What follows belongs to an exercise in optimizing a design on an open flow for small area; a production flow would make more cautious choices.
In this exercise RTL edits were held to simulation tests only and were not proved equivalent to the original.
No activity file was given, so power comes from the tool's default toggle rates.

$ cat design.v
module ow_slave #(
    parameter CNT_W      = 16,
    parameter MEM_SIZE   = 128,
    parameter PAGE_SHIFT = 5,
    parameter PAGE_COUNT = 4,
    parameter RESET_TIMEOUT = 2000,
    parameter IDLE_TIMEOUT  = 4000,
    parameter HIGH_TIMEOUT  = 500,
    parameter SETTLE_MIN    = 10,
    parameter RESET_MIN_N      = 480,
    parameter PRESENCE_DELAY_N = 30,
    parameter PRESENCE_MIN_N   = 120,
    parameter PRESENCE_MAX_N   = 240,
    parameter SLOT_MAX_N       = 60,
    parameter WRITE_ZERO_N     = 30,
    parameter READ_MIN_N       = 15,
    parameter READ_MAX_N       = 45,
    parameter RESET_MIN_O      = 48,
    parameter PRESENCE_DELAY_O = 4,
    parameter PRESENCE_MIN_O   = 12,
    parameter PRESENCE_MAX_O   = 24,
    parameter SLOT_MAX_O       = 8,
    parameter WRITE_ZERO_O     = 4,
    parameter READ_MIN_O       = 2,
    parameter READ_MAX_O       = 6
) (
    input  wire       clk,
    input  wire       rst,
    input  wire       ow_in,
    output wire       ow_oe,
    input  wire       h_valid,
    input  wire [3:0] h_op,
    input  wire [7:0] h_a,
    input  wire [7:0] h_b,
    output reg        h_ack,
    output reg        h_ok,
    output reg  [7:0] h_rdata,
    output wire       busy,
    output wire       crit,
    output wire [2:0] err,
    output wire [7:0] err_cmd,
    output wire       od,
    output wire       attached,
    output wire       dispatched,
    output wire [3:0] phase,
    output wire [2:0] bt
);
    localparam [3:0] PH_IDLE         = 4'd0,
                     PH_WAIT_RESET   = 4'd1,
                     PH_CONFIRM_RESET= 4'd2,
                     PH_PRES_DELAY   = 4'd3,
                     PH_PRES_DRIVE   = 4'd4,
                     PH_PRES_RELEASE = 4'd5,
                     PH_RX_CMD       = 4'd6,
                     PH_D_RX_CMD     = 4'd7,
                     PH_D_RX_TA1     = 4'd8,
                     PH_D_RX_TA2     = 4'd9,
                     PH_D_TX_CRC1    = 4'd10,
                     PH_D_TX_DATA    = 4'd11,
                     PH_D_TX_CRC2    = 4'd12;
    localparam [2:0] BT_WAIT_HIGH = 3'd0,
                     BT_WAIT_FALL = 3'd1,
                     BT_SAMPLE    = 3'd2,
                     BT_DRIVE     = 3'd3,
                     BT_HOLD      = 3'd4;
    localparam [2:0] E_NONE          = 3'd0,
                     E_VERY_LONG_RST = 3'd2,
                     E_PRESENCE_LOW  = 3'd3,
                     E_SLOT_TIMEOUT  = 3'd4,
                     E_FIRST_BIT_TO  = 3'd5,
                     E_BAD_CMD       = 3'd6;
    localparam [3:0] OP_NOP        = 4'd0,
                     OP_POLL       = 4'd1,
                     OP_CLEAR_ERR  = 4'd2,
                     OP_ATTACH     = 4'd3,
                     OP_DETACH     = 4'd4,
                     OP_SET_OD     = 4'd5,
                     OP_MEM_WRITE  = 4'd6,
                     OP_MEM_READ   = 4'd7,
                     OP_SET_USED   = 4'd8,
                     OP_SET_REDIR  = 4'd9,
                     OP_GET_REDIR  = 4'd10,
                     OP_CLR_STATUS = 4'd11,
                     OP_STATUS_RD  = 4'd12,
                     OP_TRANSLATE  = 4'd13;
    localparam HI_W = $clog2(SETTLE_MIN + 1);
    localparam TA_W = 8 + PAGE_SHIFT;    
    reg [3:0]       phase_r;
    reg [2:0]       bt_r;
    reg [CNT_W-1:0] cnt;
    reg [HI_W-1:0]  hi;
    reg [CNT_W-1:0] low;
    reg             oe;
    reg [2:0]       err_r;
    reg [7:0]       err_cmd_r;
    reg             od_r;
    reg             attached_r;
    reg             dispatched_r;
    reg [7:0]       byte_r;
    reg [2:0]       bit_r;
    reg [7:0]       dcmd;
    reg [7:0]       ta1;
    reg [7:0]       ta2;
    reg [8:0]       addr;
    reg [7:0]       crc8;
    reg [7:0]       status [0:7];
    reg [7:0]       mem    [0:MEM_SIZE-1];
    assign ow_oe      = oe;
    assign busy       = (phase_r != PH_IDLE);
    assign crit       = (phase_r >= PH_RX_CMD);
    assign err        = err_r;
    assign err_cmd    = err_cmd_r;
    assign od         = od_r;
    assign attached   = attached_r;
    assign dispatched = dispatched_r;
    assign phase      = phase_r;
    assign bt         = bt_r;
    function [7:0] crc8_upd(input [7:0] c, input [7:0] v);
        integer i;
        reg [7:0] r;
        reg       mix;
        begin
            r = c;
            for (i = 0; i < 8; i = i + 1) begin
                mix = r[0] ^ v[i];
                r = r >> 1;
                if (mix) r = r ^ 8'h8C;
            end
            crc8_upd = r;
        end
    endfunction
    function [TA_W-1:0] translate(input [7:0] a);
        reg [7:0] p;
        reg [7:0] r;
        reg [7:0] dst;
        begin
            p = a >> PAGE_SHIFT;
            if (p > 3) begin
                translate = {{PAGE_SHIFT{1'b0}}, a};
            end else begin
                r = status[1 + p[1:0]];
                if (r == 8'hFF) begin
                    translate = {{PAGE_SHIFT{1'b0}}, a};
                end else begin
                    dst = ~r;
                    translate = ({{PAGE_SHIFT{1'b0}}, a} & ((1 << PAGE_SHIFT) - 1))
                              | ({{PAGE_SHIFT{1'b0}}, dst} << PAGE_SHIFT);
                end
            end
        end
    endfunction
    wire             sp = od_r;
    wire [CNT_W-1:0] P_SLOT_MAX   = sp ? SLOT_MAX_O   : SLOT_MAX_N;
    wire [CNT_W-1:0] P_WRITE_ZERO = sp ? WRITE_ZERO_O : WRITE_ZERO_N;
    wire [CNT_W-1:0] P_READ_MIN   = sp ? READ_MIN_O   : READ_MIN_N;
    wire [CNT_W-1:0] P_READ_MAX   = sp ? READ_MAX_O   : READ_MAX_N;
    wire [CNT_W-1:0] P_RESET_MIN  = sp ? RESET_MIN_O  : RESET_MIN_N;
    wire [CNT_W-1:0] P_PRES_MIN   = sp ? PRESENCE_MIN_O : PRESENCE_MIN_N;
    wire [CNT_W-1:0] P_PRES_WIN   = sp ? (PRESENCE_MAX_O - PRESENCE_MIN_O)
                                       : (PRESENCE_MAX_N - PRESENCE_MIN_N);
    wire send_phase = (phase_r == PH_D_TX_CRC1) || (phase_r == PH_D_TX_DATA) ||
                      (phase_r == PH_D_TX_CRC2);
    wire cnt_last   = (cnt == 1);
    reg  [7:0] rx_byte;
    always @* begin
        rx_byte = byte_r;
        rx_byte[bit_r] = ow_in;
    end
    wire slot_done = ((bt_r == BT_SAMPLE) && (ow_in || cnt_last)) ||
                     (((bt_r == BT_DRIVE) || (bt_r == BT_HOLD)) && cnt_last);
    wire [8:0]      next_addr  = addr + 9'd1;
    wire [7:0]      fetch_addr = (phase_r == PH_D_TX_CRC1) ? ta1 : next_addr[7:0];
    wire [TA_W-1:0] fetch_phys = translate(fetch_addr);
    wire [7:0]      fetch_data = (fetch_phys < MEM_SIZE) ? mem[fetch_phys] : 8'hFF;
    wire [7:0] crc_next = crc8_upd(crc8, send_phase ? byte_r : rx_byte);
    wire accept = h_valid && !rst && (phase_r == PH_IDLE);
    always @* begin
        h_ack   = 1'b0;
        h_ok    = 1'b0;
        h_rdata = 8'h00;
        if (accept) begin
            h_ack = 1'b1;
            case (h_op)
                OP_NOP:        h_ok = 1'b1;
                OP_POLL:       h_ok = attached_r;
                OP_CLEAR_ERR:  h_ok = 1'b1;
                OP_ATTACH:     h_ok = !attached_r;
                OP_DETACH:     h_ok = attached_r;
                OP_SET_OD:     h_ok = 1'b1;
                OP_MEM_WRITE:  h_ok = (h_a < MEM_SIZE);
                OP_MEM_READ: begin
                    if (h_a < MEM_SIZE) begin
                        h_ok    = 1'b1;
                        h_rdata = mem[h_a];
                    end else begin
                        h_rdata = 8'hFF;
                    end
                end
                OP_SET_USED:   h_ok = 1'b1;
                OP_SET_REDIR:  h_ok = (h_a < PAGE_COUNT) && (h_b < PAGE_COUNT);
                OP_GET_REDIR: begin
                    h_ok = 1'b1;
                    if (h_a < PAGE_COUNT) h_rdata = ~status[1 + h_a[1:0]];
                end
                OP_CLR_STATUS: h_ok = 1'b1;
                OP_STATUS_RD: begin
                    if (h_a <= 7) begin
                        h_ok    = 1'b1;
                        h_rdata = status[h_a[2:0]];
                    end
                end
                OP_TRANSLATE: begin
                    h_ok    = 1'b1;
                    h_rdata = translate(h_a);
                end
                default: ;
            endcase
        end
    end
    integer k;
    always @(posedge clk) begin
        if (rst) begin
            phase_r      <= PH_IDLE;
            bt_r         <= BT_WAIT_HIGH;
            cnt          <= 0;
            hi           <= 0;
            low          <= 0;
            oe           <= 1'b0;
            err_r        <= E_NONE;
            err_cmd_r    <= 8'h00;
            od_r         <= 1'b0;
            attached_r   <= 1'b0;
            dispatched_r <= 1'b0;
            byte_r       <= 8'h00;
            bit_r        <= 3'd0;
            dcmd         <= 8'h00;
            ta1          <= 8'h00;
            ta2          <= 8'h00;
            addr         <= 9'd0;
            crc8         <= 8'h00;
            for (k = 0; k < 7; k = k + 1) status[k] <= 8'hFF;
            status[7] <= 8'h00;
            for (k = 0; k < MEM_SIZE; k = k + 1) mem[k] <= 8'hFF;
        end else if (phase_r == PH_IDLE) begin
            if (h_valid) begin
                case (h_op)
                    OP_POLL: begin
                        err_r        <= E_NONE;
                        dispatched_r <= 1'b0;
                        if (attached_r) begin
                            phase_r <= PH_WAIT_RESET;
                            hi      <= 0;
                            cnt     <= IDLE_TIMEOUT;
                        end
                    end
                    OP_CLEAR_ERR: err_r <= E_NONE;
                    OP_ATTACH:    attached_r <= 1'b1;
                    OP_DETACH:    attached_r <= 1'b0;
                    OP_SET_OD:    od_r <= h_a[0];
                    OP_MEM_WRITE: if (h_a < MEM_SIZE) mem[h_a] <= h_b;
                    OP_SET_USED:  if (h_a < PAGE_COUNT) status[0][h_a[1:0] + 4] <= 1'b0;
                    OP_SET_REDIR: begin
                        if ((h_a < PAGE_COUNT) && (h_b < PAGE_COUNT))
                            status[1 + h_a[1:0]] <= (h_a == h_b) ? 8'hFF : ~h_b;
                    end
                    OP_CLR_STATUS: begin
                        for (k = 0; k < 7; k = k + 1) status[k] <= 8'hFF;
                        status[7] <= 8'h00;
                    end
                    default: ;
                endcase
            end
        end else begin
            case (phase_r)
                PH_WAIT_RESET: begin
                    if (!ow_in && (hi >= SETTLE_MIN)) begin
                        phase_r <= PH_CONFIRM_RESET;
                        low     <= 1;
                    end else begin
                        if (ow_in)
                            hi <= (hi >= SETTLE_MIN) ? SETTLE_MIN[HI_W-1:0] : hi + 1'b1;
                        else
                            hi <= 0;
                        cnt <= cnt - 1'b1;
                        if (cnt_last) begin
                            dispatched_r <= 1'b0;
                            phase_r      <= PH_IDLE;
                            bt_r         <= BT_WAIT_HIGH;
                            cnt          <= 0;
                            bit_r        <= 3'd0;
                            oe           <= 1'b0;
                        end
                    end
                end
                PH_CONFIRM_RESET: begin
                    if (!ow_in) begin
                        low <= low + 1'b1;
                        if (low + 1'b1 >= RESET_TIMEOUT) begin
                            err_r        <= E_VERY_LONG_RST;
                            dispatched_r <= 1'b0;
                            phase_r      <= PH_IDLE;
                            bt_r         <= BT_WAIT_HIGH;
                            cnt          <= 0;
                            bit_r        <= 3'd0;
                            oe           <= 1'b0;
                        end
                    end else if (low < P_RESET_MIN) begin
                        phase_r <= PH_WAIT_RESET;
                        hi      <= 1;
                        cnt     <= IDLE_TIMEOUT;
                    end else if (od_r && (low >= RESET_MIN_N)) begin
                        od_r    <= 1'b0;
                        phase_r <= PH_PRES_DELAY;
                        cnt     <= PRESENCE_DELAY_N;
                    end else begin
                        phase_r <= PH_PRES_DELAY;
                        cnt     <= od_r ? PRESENCE_DELAY_O : PRESENCE_DELAY_N;
                    end
                end
                PH_PRES_DELAY: begin
                    cnt <= cnt - 1'b1;
                    if (cnt_last) begin
                        oe      <= 1'b1;
                        phase_r <= PH_PRES_DRIVE;
                        cnt     <= P_PRES_MIN;
                    end
                end
                PH_PRES_DRIVE: begin
                    cnt <= cnt - 1'b1;
                    if (cnt_last) begin
                        oe      <= 1'b0;
                        phase_r <= PH_PRES_RELEASE;
                        cnt     <= P_PRES_WIN;
                    end
                end
                PH_PRES_RELEASE: begin
                    if (ow_in) begin
                        phase_r <= PH_RX_CMD;
                        bit_r   <= 3'd0;
                        byte_r  <= 8'h00;
                        bt_r    <= BT_WAIT_HIGH;
                        cnt     <= P_SLOT_MAX;
                    end else begin
                        cnt <= cnt - 1'b1;
                        if (cnt_last) begin
                            err_r        <= E_PRESENCE_LOW;
                            dispatched_r <= 1'b0;
                            phase_r      <= PH_IDLE;
                            bt_r         <= BT_WAIT_HIGH;
                            cnt          <= 0;
                            bit_r        <= 3'd0;
                            oe           <= 1'b0;
                        end
                    end
                end
                default: begin
                    case (bt_r)
                        BT_WAIT_HIGH: begin
                            if (ow_in) begin
                                bt_r <= BT_WAIT_FALL;
                                cnt  <= HIGH_TIMEOUT;
                            end else begin
                                cnt <= cnt - 1'b1;
                                if (cnt_last) begin
                                    phase_r <= PH_CONFIRM_RESET;
                                    low     <= P_SLOT_MAX + P_READ_MAX;
                                    bt_r    <= BT_WAIT_HIGH;
                                    bit_r   <= 3'd0;
                                end
                            end
                        end
                        BT_WAIT_FALL: begin
                            if (!ow_in) begin
                                if (send_phase) begin
                                    if (!byte_r[bit_r]) begin
                                        bt_r <= BT_DRIVE;
                                        oe   <= 1'b1;
                                        cnt  <= P_WRITE_ZERO;
                                    end else begin
                                        bt_r <= BT_HOLD;
                                        cnt  <= P_READ_MAX;
                                    end
                                end else begin
                                    bt_r <= BT_SAMPLE;
                                    cnt  <= P_READ_MIN;
                                end
                            end else begin
                                cnt <= cnt - 1'b1;
                                if (cnt_last) begin
                                    err_r        <= (bit_r == 3'd0) ? E_FIRST_BIT_TO : E_SLOT_TIMEOUT;
                                    dispatched_r <= 1'b0;
                                    phase_r      <= PH_IDLE;
                                    bt_r         <= BT_WAIT_HIGH;
                                    cnt          <= 0;
                                    bit_r        <= 3'd0;
                                    oe           <= 1'b0;
                                end
                            end
                        end
                        default: begin
                            if (!slot_done) begin
                                cnt <= cnt - 1'b1;
                            end else begin
                                oe <= 1'b0;
                                if (!send_phase) byte_r[bit_r] <= ow_in;
                                if (bit_r != 3'd7) begin
                                    bit_r <= bit_r + 1'b1;
                                    bt_r  <= BT_WAIT_HIGH;
                                    cnt   <= P_SLOT_MAX;
                                end else begin
                                    bit_r <= 3'd0;
                                    bt_r  <= BT_WAIT_HIGH;
                                    cnt   <= P_SLOT_MAX;
                                    case (phase_r)
                                        PH_RX_CMD: begin
                                            if (rx_byte == 8'hCC) begin
                                                crc8    <= 8'h00;
                                                phase_r <= PH_D_RX_CMD;
                                                byte_r  <= 8'h00;
                                            end else begin
                                                err_cmd_r    <= rx_byte;
                                                err_r        <= E_BAD_CMD;
                                                dispatched_r <= 1'b0;
                                                phase_r      <= PH_IDLE;
                                                cnt          <= 0;
                                            end
                                        end
                                        PH_D_RX_CMD: begin
                                            dcmd    <= rx_byte;
                                            crc8    <= crc_next;
                                            phase_r <= PH_D_RX_TA1;
                                            byte_r  <= 8'h00;
                                        end
                                        PH_D_RX_TA1: begin
                                            ta1     <= rx_byte;
                                            crc8    <= crc_next;
                                            phase_r <= PH_D_RX_TA2;
                                            byte_r  <= 8'h00;
                                        end
                                        PH_D_RX_TA2: begin
                                            ta2  <= rx_byte;
                                            crc8 <= crc_next;
                                            if (rx_byte == 8'h00 && dcmd == 8'hF0) begin
                                                phase_r <= PH_D_TX_CRC1;
                                                byte_r  <= crc_next;
                                            end else begin
                                                dispatched_r <= 1'b1;
                                                phase_r      <= PH_IDLE;
                                                cnt          <= 0;
                                            end
                                        end
                                        PH_D_TX_CRC1: begin
                                            crc8 <= 8'h00;
                                            addr <= {1'b0, ta1};
                                            if (ta1 < MEM_SIZE) begin
                                                phase_r <= PH_D_TX_DATA;
                                                byte_r  <= fetch_data;
                                            end else begin
                                                phase_r <= PH_D_TX_CRC2;
                                                byte_r  <= 8'h00;
                                            end
                                        end
                                        PH_D_TX_DATA: begin
                                            crc8 <= crc_next;
                                            addr <= next_addr;
                                            if (next_addr < MEM_SIZE) begin
                                                phase_r <= PH_D_TX_DATA;
                                                byte_r  <= fetch_data;
                                            end else begin
                                                phase_r <= PH_D_TX_CRC2;
                                                byte_r  <= crc_next;
                                            end
                                        end
                                        default: begin
                                            dispatched_r <= 1'b1;
                                            phase_r      <= PH_IDLE;
                                            cnt          <= 0;
                                        end
                                    endcase
                                end
                            end
                        end
                    endcase
                end
            endcase
        end
    end
endmodule
$ cat run.sh
#!/bin/bash
# synth_recipe.tcl (not shown) runs the flow's synth.tcl, then flattens the netlist and writes it again
# the make line also repeats each setting of config.mk as NAME=value (left out here)
make -C /OpenROAD-flow-scripts/flow DESIGN_CONFIG=/design/flow/config.mk WORK_HOME=/design/flow/orfs CLKGATE_MAP_FILE= SYNTH_SCRIPT=/design/flow/synth_recipe.tcl finish
$ cat config.mk
export PLATFORM = sky130hd
export DESIGN_NAME = ow_slave
export DESIGN_NICKNAME = ow_slave
export VERILOG_FILES = /design/flow/design.v
export SDC_FILE = /design/flow/constraint.sdc
export NUM_CORES = 4
export LEC_CHECK = 0
export CAP_MARGIN = 20
export CORE_MARGIN = 2
export CORE_UTILIZATION = 40
export PLACE_DENSITY = 0.6
export SLEW_MARGIN = 20
$ cat constraint.sdc
create_clock -name core_clock -period 12.0 [get_ports {clk}]
set_input_delay 2.4000 -clock core_clock [delete_from_list [all_inputs] [get_ports {clk}]]
set_output_delay 2.4000 -clock core_clock [all_outputs]
set_load 0.01 [all_outputs]
==> summary.txt <==
clk slew on worst S/H paths=60 ps; Skew-Pair Late Insertion Delay=790 ps; # IOs=just under 60; Die Ht=412 um; Final Max Slew Viols=0; mux cell area share after synthesis=12.1%; Placeable Area=165000 um2; vias after detailed routing=approximately 53k; DR iter-0 viols=8087; Leakage=~19 nW; WL final=243000 um; ANT nets after route=0; Highest Signal Layer=met5; FMAX=98.5 MHz; peak supply drop=128 uV; WL per Instance=32.0 um; row cnt=149; Seq/Total Area, Yosys=52.1%; Overall Global Routing Usage=28.0%; MaxCap Viol Count=0; Setup Crit Path Kind=input port to output port; initial core utilization=about two fifths; Vias/cell=6.90; setup TNS=0 ps; CP max FO=33; design area=73000 um2; Worst-Margin Slew=1280 ps; Synth Register Bits=1190; Syn Std Cell Area=66600 um2; layout cells sized above 1=13.6%; Post-CTS Resized=0; combinational family with the most area after synthesis=simple AND/OR/NAND/NOR gates; Synth Area in Adders=0.526%; drt pass-1 iters=9; die width=412 um; Worst Setup End Kind=output port; dpl cell area=68800 um2; met3 routed WL=30600 um; global placement routability congestion=0.948; Nets=5369; Max-slew headroom=14.3%; Post-synth EDFFs=1088; syn_area_per_cell=roughly 12 um2; DP HPWL=144000 um; slowest CP cell=nor2_4; top_reg_cell synth=edfxtp_1; number of port buffers=57; HP Class=flip-flop to flip-flop; Tmin final=10150 ps; met1 wire length=about 93000 um; required time of the worst setup path=9600 ps; number of global-route vias before repair=50.3k; complex-gate fraction of the synthesized area=~14%; gate count of the mapped netlist=5641; Filler Cell Count=15.0k; Final Cycle Share=84.6%; largest net degree at the start of global routing=roughly 110; DR WL met2=~110000 um; clk sinks=1190; worst path cell trace=buf_2, inv_1, nor2_4, buf_12, buf_12, a22oi_1, nand4_1, o21ai_0, mux4_2, o21ai_0, o21ai_0, a31oi_1, clkdlybuf4s50_1; CTS buffer count=134; xor/xnor share of the synthesized area=0.638%; Async S/R FF share, synth=0%; pre-CTS WS=2300 ps; global route overflow=0; Critical Path Start Type=input port; Unique masters post-synth=approximately 90; Remaining DRCs=0; status=timing/DRC/antenna clean; Core Util, Final=44.2%; die area=170000 um2; postcts setup bufs=0; Final setup viols=0; H-tree Lvls=4; Synth Area in Simple Gates=between 10% and 20%; final-report hold violation count=0; CP peak stage delay=850 ps; final worst slack=roughly 1900 ps; Worst Path Arrival=7750 ps; Pwr Density=about 130 nW/um2; first-pass GRT wire length=353000 um; Hold Buf Count CTS=0; CTS tree=done; RSZ-0062 raised after global routing=no; clk_skew=26.6 ps; Clock Tree Buf Depth=3; Synthesis Warnings=1; CP most frequent cell=o21ai_0; root buffer selected by CTS=clkbuf_16; initial antenna violation count=10; Area Overhead vs Synth=9.54%
-- cell usage in the layout, fill, tap and decap left out, types with 28 or more instances in the layout --
master	n
conb_1	38
mux2_2	37
o22ai_1	43
inv_1	49
o211ai_1	37
o21ai_0	145
nand2_1	220
nand3_1	78
nand4_1	110
mux4_2	282
clkdlybuf4s50_1	43
ha_1	28
nand2b_1	28
a21oi_1	150
a22o_1	75
nor2b_1	34
a221oi_1	85
nor3_1	35
and2_1	36
dfxtp_1	102
buf_4	125
o21bai_1	106
or3_1	1047
clkbuf_16	139
a211oi_1	84
edfxtp_1	1088
a22oi_1	375
nor2_1	170
mux2i_1	127
clkbuf_1	31
a31oi_1	28
-- synth_stat cells (87+ instances only) --
master	instances	area share, %
edfxtp_1	1088	49
or3_1	1047	9.8
clkbuf_1	553	3.1
a22oi_1	375	4.2
mux4_2	282	9.5
nand2_1	231	1.3
nor2_1	175	0.99
a21oi_1	151	1.1
o21ai_0	148	1.1
o21bai_1	131	1.5
mux2i_1	128	1.9
nand4_1	110	1.0
dfxtp_1	102	3.1
buf_2	87	0.65
-- power breakdown --
part | internal, W | switching, W | total [W]
Combinational | 0.000263 | 0.000657 | 0.000919
Clock | 0.00221 | 0.00174 | 0.00395
Sequential | 0.00453 | 0.0000241 | 0.00455
-- flip-flops by register name, indices dropped and copies added (netlist names) --
signal and count:
low 16, err_cmd_r 8, bit_r 3, byte_r 8, addr 9, cnt 16, od_r 1, ta1 8
crc8 8, oe 1, mem 1024, dispatched_r 1, dcmd 8, status 64, err_r 3, bt_r 3
phase_r 4, hi 4, attached_r 1
-- per-layer routing --
metal | up-vias | global-route usage, %
li1 | 21794 | -
met1 | 26245 | 37.5
met2 | 3712 | 42.5
met3 | 743 | 7.40
met4 | 10 | 12.5
met5 | - | 0
-- metrics by stage --
step	power [W]	hold WS [ps]	cells
2_1_floorplan	0.00519	426	5678
3_3_place_gp	0.00551	436	7364
3_5_place_dp	0.00552	447	7365
4_1_cts	0.00941	455	7600
5_1_grt	0.00965	473	7607
6_report	0.00943	453	7608
-- final cells by class --
cell class,instances,area [um2],area share (%)
sequential,1190,34700,47.6
multi-input combinational,3745,29400,40.3
clock buffer,171,3610,4.94
tap,2189,2740,3.75
timing repair buffer,194,1820,2.49
clock inverter,64,462,0.633
inverter,52,195,0.267
antenna,3,7.51,0.0103
-- logic make-up after synthesis --
kind of cell,after synthesis
fa+ha+maj,28
other cells,1
buf+inv,743
simple gates,1864
xor+xnor,42
mux,449
flops,1190
compound gates,1324
-- worst max-delay path: cells and delay by family --
family                 cells  cell delay (ps)
buffers and inverters      5             2340
AND/OR/NAND/NOR            2             1020
AO/OA/AOI/OAI              5             1390
multiplexers               1              510
-- final timing paths --
check	slack, ps	depth (start not counted)	endpoint	from
max reg2reg	5220	10	mem[1][3]	phase_r[3]
max	1850	13	h_rdata[1]	h_a[1]
min	450	2	dcmd[6]	dcmd[6]
min reg2reg	450	2	dcmd[6]	dcmd[6]

-- static timing again, ports no longer ideal --
How much do the figures lean on ideal ports? The routed layout below was timed once more, with nothing changed but the port constraints.
Step 1: set_driving_cell puts a clkbuf_16 on clk and a buf_2 on each other input, an assumption about the parent block.
Step 2 moves the port delays by t, midway between the first and last clock arrival at a register: inputs arrive t later, outputs are due t later. That takes back most of the time a late clock gives input paths.
Slacks: ideal ports / drivers / drivers and shift; pairs: ideal ports / drivers.
shift t [ns]: 0.857
slack for setup (ns): 1.851 / 1.824 / 1.824
worst slew at a driven data input, ns: 0.08
After both steps setup and hold are still met in this run. For this run, drivers alone change the setup slack by -0.027 ns; drivers and shift together by -0.027 ns.
